This is an optimization exercise on Yosys and OpenROAD, whose aim is small area, a short achievable clock period and few clock cycles, not a production implementation. The RTL was checked by simulation tests, not by an equivalence proof against the original design.

--- flow/config.mk ---
export PLATFORM = sky130hd
export DESIGN_NAME = pidvel
export DESIGN_NICKNAME = pidvel
export VERILOG_FILES = /design/flow/design.v
export SDC_FILE = /design/flow/constraint.sdc
export NUM_CORES = 4
export LEC_CHECK = 0
export CAP_MARGIN = 20
export CORE_MARGIN = 2
export CORE_UTILIZATION = 30
export PLACE_DENSITY = 0.45
export SLEW_MARGIN = 20
--- flow/constraint.sdc ---
create_clock -name core_clock -period 100.0 [get_ports {clk}]
set_input_delay 20.0000 -clock core_clock [delete_from_list [all_inputs] [get_ports {clk}]]
set_output_delay 20.0000 -clock core_clock [all_outputs]
set_load 0.01 [all_outputs]
--- flow/design.v ---
module fp_round (
    input             sign,
    input      [11:0] exp,    
    input      [26:0] sig,
    output reg [31:0] res
);
    reg        tiny;
    reg [11:0] sh_full;
    reg [4:0]  sh;
    reg [26:0] shifted;
    reg        sticky_sh;
    reg [23:0] m24;
    reg        g, st, inc;
    reg [7:0]  ebits;
    reg [30:0] sum;
    always @* begin
        tiny    = $signed(exp) < 12'sd1;
        sh_full = 12'd1 - exp;
        if (!tiny)
            sh = 5'd0;
        else if (sh_full > 12'd27)
            sh = 5'd27;
        else
            sh = sh_full[4:0];
        shifted   = sig >> sh;
        sticky_sh = (sig & ((27'd1 << sh) - 27'd1)) != 27'd0;
        m24   = shifted[26:3];
        g     = shifted[2];
        st    = shifted[1] | shifted[0] | sticky_sh;
        inc   = g & (st | m24[0]);
        ebits = tiny ? 8'd0 : (exp[7:0] - 8'd1);
        sum   = {ebits, 23'b0} + {7'b0, m24} + {30'b0, inc};
        if (!tiny && $signed(exp) >= 12'sd255)
            res = {sign, 8'hFF, 23'b0};
        else
            res = {sign, sum};
    end
endmodule
module fp_add (
    input  [31:0] a,
    input  [31:0] b,
    output reg [31:0] y
);
    wire [7:0]  exa = a[30:23], exb = b[30:23];
    wire        a_nan = (exa == 8'hFF) && (a[22:0] != 0);
    wire        b_nan = (exb == 8'hFF) && (b[22:0] != 0);
    wire        a_inf = (exa == 8'hFF) && (a[22:0] == 0);
    wire        b_inf = (exb == 8'hFF) && (b[22:0] == 0);
    wire        eff_sub = a[31] ^ b[31];
    wire        swap = a[30:0] < b[30:0];
    wire [31:0] L = swap ? b : a;
    wire [31:0] S = swap ? a : b;
    wire [7:0]  eL = (L[30:23] == 0) ? 8'd1 : L[30:23];
    wire [7:0]  eS = (S[30:23] == 0) ? 8'd1 : S[30:23];
    wire [23:0] mL = {L[30:23] != 0, L[22:0]};
    wire [23:0] mS = {S[30:23] != 0, S[22:0]};
    wire [7:0]  d  = eL - eS;
    reg  [26:0] mS_al;
    reg         st;
    reg  [27:0] sum;
    reg  [4:0]  lz;
    reg  [26:0] sig;
    reg  [11:0] exp;
    wire [31:0] rounded;
    integer     i;
    always @* begin
        if (d > 8'd26) begin
            mS_al = 27'd0;
            st    = mS != 24'd0;
        end else begin
            mS_al = {mS, 3'b0} >> d;
            st    = ({mS, 3'b0} & ((27'd1 << d) - 27'd1)) != 27'd0;
        end
        mS_al[0] = mS_al[0] | st;
        sum = eff_sub ? ({1'b0, mL, 3'b0} - {1'b0, mS_al})
                      : ({1'b0, mL, 3'b0} + {1'b0, mS_al});
        lz = 5'd0;
        for (i = 0; i < 27; i = i + 1)
            if (sum[26 - i] == 1'b0 && lz == i[4:0])
                lz = lz + 5'd1;
        if (sum[27]) begin
            sig = {sum[27:2], sum[1] | sum[0]};
            exp = {4'b0, eL} + 12'd1;
        end else begin
            sig = sum[26:0] << lz;
            exp = {4'b0, eL} - {7'b0, lz};
        end
    end
    fp_round u_round (.sign(L[31]), .exp(exp), .sig(sig), .res(rounded));
    always @* begin
        if (a_nan || b_nan || (a_inf && b_inf && eff_sub))
            y = 32'h7FC00000;
        else if (a_inf)
            y = a;
        else if (b_inf)
            y = b;
        else if (sum == 28'd0)
            y = {eff_sub ? 1'b0 : a[31], 31'b0};
        else
            y = rounded;
    end
endmodule
module fp_mul (
    input  [31:0] a,
    input  [31:0] b,
    output reg [31:0] y
);
    wire [7:0]  exa = a[30:23], exb = b[30:23];
    wire        a_nan  = (exa == 8'hFF) && (a[22:0] != 0);
    wire        b_nan  = (exb == 8'hFF) && (b[22:0] != 0);
    wire        a_inf  = (exa == 8'hFF) && (a[22:0] == 0);
    wire        b_inf  = (exb == 8'hFF) && (b[22:0] == 0);
    wire        a_zero = a[30:0] == 0;
    wire        b_zero = b[30:0] == 0;
    wire        sign   = a[31] ^ b[31];
    wire [7:0]  ea = (exa == 0) ? 8'd1 : exa;
    wire [7:0]  eb = (exb == 0) ? 8'd1 : exb;
    wire [23:0] ma = {exa != 0, a[22:0]};
    wire [23:0] mb = {exb != 0, b[22:0]};
    wire [47:0] p  = ma * mb;
    reg  [5:0]  lz;
    reg  [47:0] pn;
    reg  [26:0] sig;
    reg  [11:0] exp;
    wire [31:0] rounded;
    integer     i;
    always @* begin
        lz = 6'd0;
        for (i = 0; i < 48; i = i + 1)
            if (p[47 - i] == 1'b0 && lz == i[5:0])
                lz = lz + 6'd1;
        pn  = p << lz;
        sig = {pn[47:22], pn[21] | (pn[20:0] != 21'd0)};
        exp = {4'b0, ea} + {4'b0, eb} - {6'b0, lz} - 12'd126;
    end
    fp_round u_round (.sign(sign), .exp(exp), .sig(sig), .res(rounded));
    always @* begin
        if (a_nan || b_nan || (a_inf && b_zero) || (b_inf && a_zero))
            y = 32'h7FC00000;
        else if (a_inf || b_inf)
            y = {sign, 8'hFF, 23'b0};
        else if (a_zero || b_zero)
            y = {sign, 31'b0};
        else
            y = rounded;
    end
endmodule
module fp_div (
    input             clk,
    input             rst,
    input             start,
    input      [31:0] a,
    input      [31:0] b,
    output reg        done,
    output     [31:0] y
);
    wire [7:0]  exa = a[30:23], exb = b[30:23];
    wire        a_nan  = (exa == 8'hFF) && (a[22:0] != 0);
    wire        b_nan  = (exb == 8'hFF) && (b[22:0] != 0);
    wire        a_inf  = (exa == 8'hFF) && (a[22:0] == 0);
    wire        b_inf  = (exb == 8'hFF) && (b[22:0] == 0);
    wire        a_zero = a[30:0] == 0;
    wire        b_zero = b[30:0] == 0;
    wire [23:0] ma = {exa != 0, a[22:0]};
    wire [23:0] mb = {exb != 0, b[22:0]};
    reg  [4:0]  lza, lzb;
    integer     i;
    always @* begin
        lza = 5'd0;
        lzb = 5'd0;
        for (i = 0; i < 24; i = i + 1) begin
            if (ma[23 - i] == 1'b0 && lza == i[4:0])
                lza = lza + 5'd1;
            if (mb[23 - i] == 1'b0 && lzb == i[4:0])
                lzb = lzb + 5'd1;
        end
    end
    wire [11:0] ea_n = ((exa == 0) ? 12'd1 : {4'b0, exa}) - {7'b0, lza};
    wire [11:0] eb_n = ((exb == 0) ? 12'd1 : {4'b0, exb}) - {7'b0, lzb};
    reg         busy;
    reg  [4:0]  count;
    reg  [25:0] rem;
    reg  [23:0] divisor;
    reg  [27:0] q;
    reg  [11:0] e_base;
    reg         sign;
    reg  [1:0]  special;    
    wire        ge      = rem >= {2'b0, divisor};
    wire [25:0] rem_sub = ge ? rem - {2'b0, divisor} : rem;
    always @(posedge clk) begin
        if (rst) begin
            busy <= 1'b0;
            done <= 1'b0;
        end else begin
            done <= 1'b0;
            if (start) begin
                busy    <= 1'b1;
                count   <= 5'd0;
                rem     <= {2'b0, ma << lza};
                divisor <= mb << lzb;
                q       <= 28'd0;
                e_base  <= ea_n - eb_n;
                sign    <= a[31] ^ b[31];
                if (a_nan || b_nan || (a_inf && b_inf) || (a_zero && b_zero))
                    special <= 2'd1;
                else if (a_inf || b_zero)
                    special <= 2'd2;
                else if (a_zero || b_inf)
                    special <= 2'd3;
                else
                    special <= 2'd0;
            end else if (busy) begin
                q     <= {q[26:0], ge};
                rem   <= {rem_sub[24:0], 1'b0};
                count <= count + 5'd1;
                if (count == 5'd27) begin
                    busy <= 1'b0;
                    done <= 1'b1;
                end
            end
        end
    end
    wire        rem_nz = rem != 26'd0;
    wire [26:0] sig = q[27] ? {q[27:2], q[1] | q[0] | rem_nz}
                            : {q[26:1], q[0] | rem_nz};
    wire [11:0] exp = e_base + (q[27] ? 12'd127 : 12'd126);
    wire [31:0] rounded;
    fp_round u_round (.sign(sign), .exp(exp), .sig(sig), .res(rounded));
    assign y = (special == 2'd1) ? 32'h7FC00000 :
               (special == 2'd2) ? {sign, 8'hFF, 23'b0} :
               (special == 2'd3) ? {sign, 31'b0} : rounded;
endmodule
module fp_lt (
    input  [31:0] a,
    input  [31:0] b,
    output reg    lt
);
    wire a_nan = (a[30:23] == 8'hFF) && (a[22:0] != 0);
    wire b_nan = (b[30:23] == 8'hFF) && (b[22:0] != 0);
    always @* begin
        if (a_nan || b_nan || (a[30:0] == 0 && b[30:0] == 0))
            lt = 1'b0;
        else if (a[31] != b[31])
            lt = a[31];
        else if (a[31])
            lt = a[30:0] > b[30:0];
        else
            lt = a[30:0] < b[30:0];
    end
endmodule
module fp_clamp (
    input  [31:0] x,
    input  [31:0] lo,
    input  [31:0] hi,
    output [31:0] y
);
    wire below, above;
    fp_lt u_lo (.a(x),  .b(lo), .lt(below));
    fp_lt u_hi (.a(hi), .b(x),  .lt(above));
    assign y = below ? lo : above ? hi : x;
endmodule
module pidvel (
    input             clk,
    input             rst,         
    input             cfg_we,
    input      [4:0]  cfg_addr,
    input      [31:0] cfg_wdata,
    input             tick,
    output            tick_ready,
    input             rx_valid,
    input      [7:0]  rx_data,
    output            rx_ready,
    output reg        tx_valid,
    output reg [7:0]  tx_data,
    output            enc_req,
    output     [1:0]  enc_j,
    input      [31:0] enc_angle,
    output reg        act_set,
    output reg [1:0]  act_j,
    output reg [31:0] act_cmd,
    output reg [2:0]  act_enable,
    output reg [2:0]  act_disable,
    output reg        grip_open,
    output reg        grip_close
);
    reg [32*23-1:0] cfg;
    integer k;
    always @(posedge clk)
        for (k = 0; k < 23; k = k + 1)
            if (cfg_we && cfg_addr == k)
                cfg[32*k +: 32] <= cfg_wdata;
    wire [31:0] c_f = cfg[0 +: 32];
    wire [31:0] c_t = cfg[32 +: 32];
    function [31:0] jcfg(input [1:0] jj, input [2:0] f);
        jcfg = cfg[32 * (2 + 7 * jj + f) +: 32];
    endfunction
    reg [95:0] setpoint, angle, velocity, voltage, prev_angle, ui, err_prev;
    reg [2:0]  first;
    reg        men;
    reg        rx_payload;      
    reg [3:0]  rx_count;
    reg [95:0] rx_buf;
    localparam S_IDLE = 5'd0,  S_ENC  = 5'd1,  S_VSUB = 5'd2,  S_VMUL = 5'd3,
               S_ERR  = 5'd4,  S_UP   = 5'd5,  S_KIE  = 5'd6,  S_KIET = 5'd7,
               S_UI   = 5'd8,  S_DE   = 5'd9,  S_KDDE = 5'd10, S_DIV  = 5'd11,
               S_DIVW = 5'd12, S_SUM1 = 5'd13, S_SUM2 = 5'd14, S_SUM3 = 5'd15,
               S_CLMP = 5'd16, S_TX   = 5'd17, S_SPC  = 5'd18;
    reg [4:0]  state;
    reg [1:0]  j;
    reg [5:0]  tx_count;
    reg [31:0] a_r, t_r, e_r, up_r, uin_r, ud_r, s_r;
    assign tick_ready = state == S_IDLE;
    assign rx_ready   = state == S_IDLE && !tick;
    assign enc_req    = state == S_ENC;
    assign enc_j      = j;
    reg  [31:0] add_a, add_b, mul_a, mul_b, clp_x, clp_lo, clp_hi;
    wire [31:0] add_y, mul_y, clp_y, div_y;
    wire        div_done;
    always @* begin
        add_a  = 32'd0;
        add_b  = 32'd0;
        mul_a  = 32'd0;
        mul_b  = 32'd0;
        clp_x  = s_r;
        clp_lo = jcfg(j, 3);
        clp_hi = jcfg(j, 4);
        case (state)
            S_VSUB: begin add_a = a_r;             add_b = prev_angle[32*j +: 32] ^ 32'h80000000; end
            S_ERR:  begin add_a = setpoint[32*j +: 32]; add_b = a_r ^ 32'h80000000; end
            S_UI:   begin add_a = ui[32*j +: 32];  add_b = t_r;  end
            S_DE:   begin add_a = e_r;             add_b = err_prev[32*j +: 32] ^ 32'h80000000; end
            S_SUM1: begin add_a = up_r;            add_b = uin_r; end
            S_SUM2: begin add_a = s_r;             add_b = ud_r;  end
            S_SUM3: begin add_a = s_r;             add_b = 32'd0; end
            default: ;
        endcase
        case (state)
            S_VMUL: begin mul_a = t_r;        mul_b = c_f; end
            S_UP:   begin mul_a = jcfg(j, 0); mul_b = e_r; end
            S_KIE:  begin mul_a = jcfg(j, 1); mul_b = e_r; end
            S_KIET: begin mul_a = t_r;        mul_b = c_t; end
            S_KDDE: begin mul_a = jcfg(j, 2); mul_b = t_r; end
            default: ;
        endcase
        if (state == S_SPC) begin
            clp_x  = rx_buf[32*j +: 32];
            clp_lo = jcfg(j, 5);
            clp_hi = jcfg(j, 6);
        end
    end
    fp_add   u_add (.a(add_a), .b(add_b), .y(add_y));
    fp_mul   u_mul (.a(mul_a), .b(mul_b), .y(mul_y));
    fp_clamp u_clp (.x(clp_x), .lo(clp_lo), .hi(clp_hi), .y(clp_y));
    fp_div   u_div (.clk(clk), .rst(rst), .start(state == S_DIV),
                    .a(t_r), .b(c_t), .done(div_done), .y(div_y));
    wire [3:0]  tx_word = tx_count[5:2];
    wire [1:0]  tx_jnt  = tx_word[3:2];
    reg  [31:0] tx_val;
    always @* begin
        case (tx_word[1:0])
            2'd0: tx_val = setpoint[32*tx_jnt +: 32];
            2'd1: tx_val = angle[32*tx_jnt +: 32];
            2'd2: tx_val = velocity[32*tx_jnt +: 32];
            default: tx_val = voltage[32*tx_jnt +: 32];
        endcase
    end
    always @(posedge clk) begin
        if (rst) begin
            state       <= S_IDLE;
            j           <= 2'd0;
            setpoint    <= 96'd0;
            angle       <= 96'd0;
            velocity    <= 96'd0;
            voltage     <= 96'd0;
            prev_angle  <= 96'd0;
            ui          <= 96'd0;
            err_prev    <= 96'd0;
            first       <= 3'b111;
            men         <= 1'b0;
            rx_payload  <= 1'b0;
            rx_count    <= 4'd0;
            tx_count    <= 6'd0;
            tx_valid    <= 1'b0;
            tx_data     <= 8'd0;
            act_set     <= 1'b0;
            act_j       <= 2'd0;
            act_cmd     <= 32'd0;
            act_enable  <= 3'b000;
            act_disable <= 3'b000;
            grip_open   <= 1'b0;
            grip_close  <= 1'b0;
        end else begin
            tx_valid    <= 1'b0;
            act_set     <= 1'b0;
            act_enable  <= 3'b000;
            act_disable <= 3'b000;
            grip_open   <= 1'b0;
            grip_close  <= 1'b0;
            case (state)
                S_IDLE:
                    if (tick) begin
                        j     <= 2'd0;
                        state <= S_ENC;
                    end else if (rx_valid) begin
                        if (rx_payload) begin
                            rx_buf[8*rx_count +: 8] <= rx_data;
                            rx_count <= rx_count + 4'd1;
                            if (rx_count == 4'd11) begin
                                rx_payload <= 1'b0;
                                j          <= 2'd0;
                                state      <= S_SPC;
                            end
                        end else begin
                            case (rx_data)
                                8'h01: begin    
                                    men        <= 1'b1;
                                    ui         <= 96'd0;
                                    err_prev   <= 96'd0;
                                    first      <= 3'b111;
                                    act_enable <= 3'b111;
                                end
                                8'h02: begin    
                                    men         <= 1'b0;
                                    voltage     <= 96'd0;
                                    act_disable <= 3'b111;
                                    grip_open   <= 1'b1;
                                end
                                8'h03: begin    
                                    tx_count <= 6'd0;
                                    state    <= S_TX;
                                end
                                8'h04: begin    
                                    rx_payload <= 1'b1;
                                    rx_count   <= 4'd0;
                                end
                                8'h05: grip_open  <= 1'b1;
                                8'h06: grip_close <= 1'b1;
                                default: ;
                            endcase
                        end
                    end
                S_ENC: begin
                    a_r                 <= enc_angle;
                    angle[32*j +: 32]   <= enc_angle;
                    state               <= S_VSUB;
                end
                S_VSUB: begin
                    t_r   <= add_y;
                    state <= S_VMUL;
                end
                S_VMUL: begin
                    velocity[32*j +: 32]   <= mul_y;
                    prev_angle[32*j +: 32] <= a_r;
                    if (men)
                        state <= S_ERR;
                    else if (j == 2'd2)
                        state <= S_IDLE;
                    else begin
                        j     <= j + 2'd1;
                        state <= S_ENC;
                    end
                end
                S_ERR: begin
                    e_r   <= add_y;
                    state <= S_UP;
                end
                S_UP: begin
                    up_r  <= mul_y;
                    state <= S_KIE;
                end
                S_KIE: begin
                    t_r   <= mul_y;
                    state <= S_KIET;
                end
                S_KIET: begin
                    t_r   <= mul_y;
                    state <= S_UI;
                end
                S_UI: begin
                    uin_r <= add_y;
                    if (first[j]) begin
                        ud_r  <= 32'd0;
                        state <= S_SUM1;
                    end else
                        state <= S_DE;
                end
                S_DE: begin
                    t_r   <= add_y;
                    state <= S_KDDE;
                end
                S_KDDE: begin
                    t_r   <= mul_y;
                    state <= S_DIV;
                end
                S_DIV:
                    state <= S_DIVW;
                S_DIVW:
                    if (div_done) begin
                        ud_r  <= div_y;
                        state <= S_SUM1;
                    end
                S_SUM1: begin
                    s_r   <= add_y;
                    state <= S_SUM2;
                end
                S_SUM2: begin
                    s_r   <= add_y;
                    state <= S_SUM3;
                end
                S_SUM3: begin
                    s_r   <= add_y;
                    state <= S_CLMP;
                end
                S_CLMP: begin
                    voltage[32*j +: 32]  <= clp_y;
                    ui[32*j +: 32]       <= uin_r;
                    err_prev[32*j +: 32] <= e_r;
                    first[j]             <= 1'b0;
                    act_set              <= 1'b1;
                    act_j                <= j;
                    act_cmd              <= clp_y;
                    if (j == 2'd2)
                        state <= S_IDLE;
                    else begin
                        j     <= j + 2'd1;
                        state <= S_ENC;
                    end
                end
                S_TX: begin
                    tx_valid <= 1'b1;
                    tx_data  <= tx_val[8*tx_count[1:0] +: 8];
                    tx_count <= tx_count + 6'd1;
                    if (tx_count == 6'd47)
                        state <= S_IDLE;
                end
                S_SPC: begin
                    setpoint[32*j +: 32] <= clp_y;
                    if (j == 2'd2)
                        state <= S_IDLE;
                    else
                        j <= j + 2'd1;
                end
                default: state <= S_IDLE;
            endcase
        end
    end
endmodule
--- flow/run.sh ---
#!/bin/bash
# synth_recipe.tcl (not shown) runs the flow's synth.tcl, then flattens the netlist and writes it again
# the make line also repeats each setting of config.mk as NAME=value (left out here)
make -C /OpenROAD-flow-scripts/flow DESIGN_CONFIG=/design/flow/config.mk WORK_HOME=/design/flow/orfs CLKGATE_MAP_FILE= SYNTH_SCRIPT=/design/flow/synth_recipe.tcl finish
==> summary.txt <==
-- through the flow --
| stage | instance area (um^2) | hold WS [ps] | setup WS (ps) | std cells |
|---|---|---|---|---|
| final | 176000 | 449 | 18830 | 23841 |
| after global routing | 176000 | 478 | 11960 | 23832 |
| after CTS | 176000 | 448 | 19660 | 23816 |
| after detailed placement | 169000 | 437 | 19870 | 23434 |
| after global placement | 169000 | 432 | 20710 | 23427 |
| after floorplan | 157000 | 419 | 29040 | 16876 |
-- worst paths after layout --
| kind | startpoint | end | cells past startpoint |
|---|---|---|---|
| worst min-delay path | first[2]$_SDFFE_PP1P_ | first[2]$_SDFFE_PP1P_ | 2 |
| worst max register to register | j[0]$_SDFFE_PP0P_ | t_r[22]$_DFFE_PP_ | 349 |
| worst min register to register | first[2]$_SDFFE_PP1P_ | first[2]$_SDFFE_PP1P_ | 2 |
| worst max-delay path | j[0]$_SDFFE_PP0P_ | t_r[22]$_DFFE_PP_ | 349 |
-- sequential cells by signal, indices dropped and copies added, names as in the netlist, 12 cells and up --
name	count
ui	96
act_cmd	32
angle	96
ud_r	32
velocity	96
s_r	32
cfg	736
uin_r	32
voltage	96
u_div.e_base	12
u_div.rem	26
a_r	32
setpoint	96
up_r	32
prev_angle	96
rx_buf	96
u_div.q	28
t_r	32
u_div.divisor	24
err_prev	96
e_r	32
-- synth_stat cells (145+ instances only) --
cell      instances
mux2_2          219
clkbuf_1        899
a31oi_1         145
inv_1          1047
a211oi_1        174
and2_1          290
nand3_1         290
o211ai_1        150
a22o_1          192
nor2_1         1600
xnor2_1         222
ha_1            626
o22ai_1         180
a22oi_1         803
edfxtp_1       1154
dfxtp_1         744
o21ai_0         637
a21oi_1        1026
fa_1            498
nand4_1         145
mux2i_1         545
nor3_1          336
mux4_2          643
nand2_1        1925
-- cell type report --
class                           instances  area, um^2  area share, %
Multi-Input combinational cell      12755      100000           57.0
Sequential cell                      1898       49600           28.2
Tap cell                             6968        8720           4.96
Timing Repair Buffer                  738        6130           3.49
Clock buffer                          274        5820           3.31
Inverter                             1078        4070           2.32
Clock inverter                        108        1200          0.685
Antenna cell                           22        55.1         0.0313
-- worst register-to-register path: cells and delay by family (launching register included) --
family	cells	cell delay [ps]
AOI/OAI and AO/OA	104	26970
and+or+nand+nor	126	24970
adders and majority gates	58	14430
buffers and inverters	40	7440
DFF	1	910
xor gates and xnor gates	10	2490
muxes	11	3780
-- logic make-up (layout without fill, tap and decap cells) --
logic type,Yosys count,in the layout,synth area share (%)
AND/OR/NAND/NOR,5377,5377,15.6
AO/OA/AOI/OAI,4479,4479,19.5
buffers and inverters,2223,2198,5.73
flip-flops,1898,1898,31.5
multiplexers,1438,1438,14.5
adder cells (fa/ha/maj),1124,1124,11.3
XOR/XNOR,335,335,1.88
other,1,24,0.00238
-- metal layers --
metal	GRT usage [%]	up-vias	part of all wire [%]	wire (um)
met5	0	-	0.013	101
met2	43.2	7581	45	337000
li1	-	62266	-	-
met1	35.2	72888	40	301000
met3	4.93	1646	8.7	65500
met4	15.6	14	6.8	51500
==> impl_metrics.tcl <==
set metrics [dict create \
    cts_resized 0 \
    reg2reg_slack_ps 18830 \
    vias 144395 \
    row_count 266 \
    crit_top_cell "ha_1" \
    cp_top_family "compound AO/OA/AOI/OAI gates" \
    drtPass1Iterations 9 \
    yosysTopAreaCellShare_pct 22.0 \
    drt_iter0_markers 18036 \
    syn_to_final_growth_pct 11.7 \
    cpMaxStageDelayCell "o21ai_1" \
    numCtsBuffers 211 \
    rsz0062_at_grt "false" \
    synth_ff_type "edfxtp_1" \
    finalSetupViolations 0 \
    clock_path_buffers 4 \
    h-tree-depth 4 \
    start_util_pct 30.1 \
    mostFrequentLayoutCell "nand2_1" \
    nets 17888 \
    clk_pin_slew_ps 60 \
    root_buffer "clkbuf_16" \
    post-route-util_pct 33.6 \
    crit_buf_inv 40 \
    synth-edff-count 1154 \
    period_share_pct 81.2 \
    fillCellCount 54231 \
    io_pins 139 \
    clk_latency_ps 970 \
    avgSynthCellArea_um2 9.33 \
    antenna_found_initial 66 \
    grt_pass1_vias 138509 \
    synth-async-reset-ratio_pct 0 \
    crit_path_end_kind "flop" \
    fin_crit_ps 81170 \
    synth_area_um2 157000 \
    synth_largest_area_cell "edfxtp_1" \
    max_freq_mhz 12.3 \
    slowest_delay_ps 970 \
    worst_slew_pin_slew_ps 1320 \
    synth_seq_cells 1898 \
    wl_per_cell_um 31.6 \
    relSlewSlack_pct 11.5 \
    dieWidth_um 729 \
    grt_pass1_wl_um 1060000 \
    synth.distinct_cells 171 \
    synth_area_leaders "edfxtp_1 (22%), dfxtp_1 (9.5%), mux4_2 (9.2%)" \
    drv_slew 0 \
    holdCritPathClass "reg -> reg" \
    postCtsHoldBufs 0 \
    ys_seq_area_share_pct 31.5 \
    drive_above_1_share_pct 13.5 \
    ant_nets 0 \
    critPathRequiredTime_ps 100780 \
    drv_cap 0 \
    finalHoldViolations 0 \
    layout_common_cells "nand2_1 (1908), nor2_1 (1557), edfxtp_1 (1154)" \
    status "complete, no violations" \
    overflow 0 \
    cts_tree "done" \
    synth_cells 16875 \
    drc 0 \
    fp.dieH_um 729 \
    wirelength_um 754000 \
    grt_max_degree 196 \
    worstSetupStartpointType "flop" \
    cp_max_fo 70 \
    post_cts_buffers 0 \
    fin_worst_skew_ps 129 \
    place.port_buffers 138 \
    core_area_um2 524000 \
    numClockSinks 1898 \
    cp.arrival_ps 81950 \
    dp_hpwl_um 530000 \
    grt_util_all_layers_pct 27.4 \
    gp_congestion 0.956 \
    vias_per_cell 6.06 \
    critPathKind "reg -> reg" \
    ys.warnings.count 6 \
    setup_tns_ps 0 \
    die-area_um2 531000 \
]
Testbench counts, summed over its fixed seeds: cycles 52,664.

==> what the ideal ports hide <==
In the flow no input, the clock included, has a driving cell. The finished layout below was timed again as built, in two steps.
Step 1 assumes that a clkbuf_16 drives the clock port and a buf_2 every other input.
Step 2 adds t to the input delays and takes it off the output delays; t is the mean of the earliest and latest rising clock arrival at the registers after step 1. Input paths then give back, and output paths get back, about the clock's delay inside the block.
a / b / c = ideal / step 1 / step 2; a / b = the first two.
t (ns): 1.030
slack for setup (ns): 18.831 / 18.831 / 18.831
worst setup path at the end: register to register
worst register clock-pin slew, ns: 0.08 / 0.08
worst data-port slew with drivers (ns): 0.26
After both steps this run still meets setup and hold. The setup slack of this run moves by 0.000 ns with the drivers and by 0.000 ns with both steps.
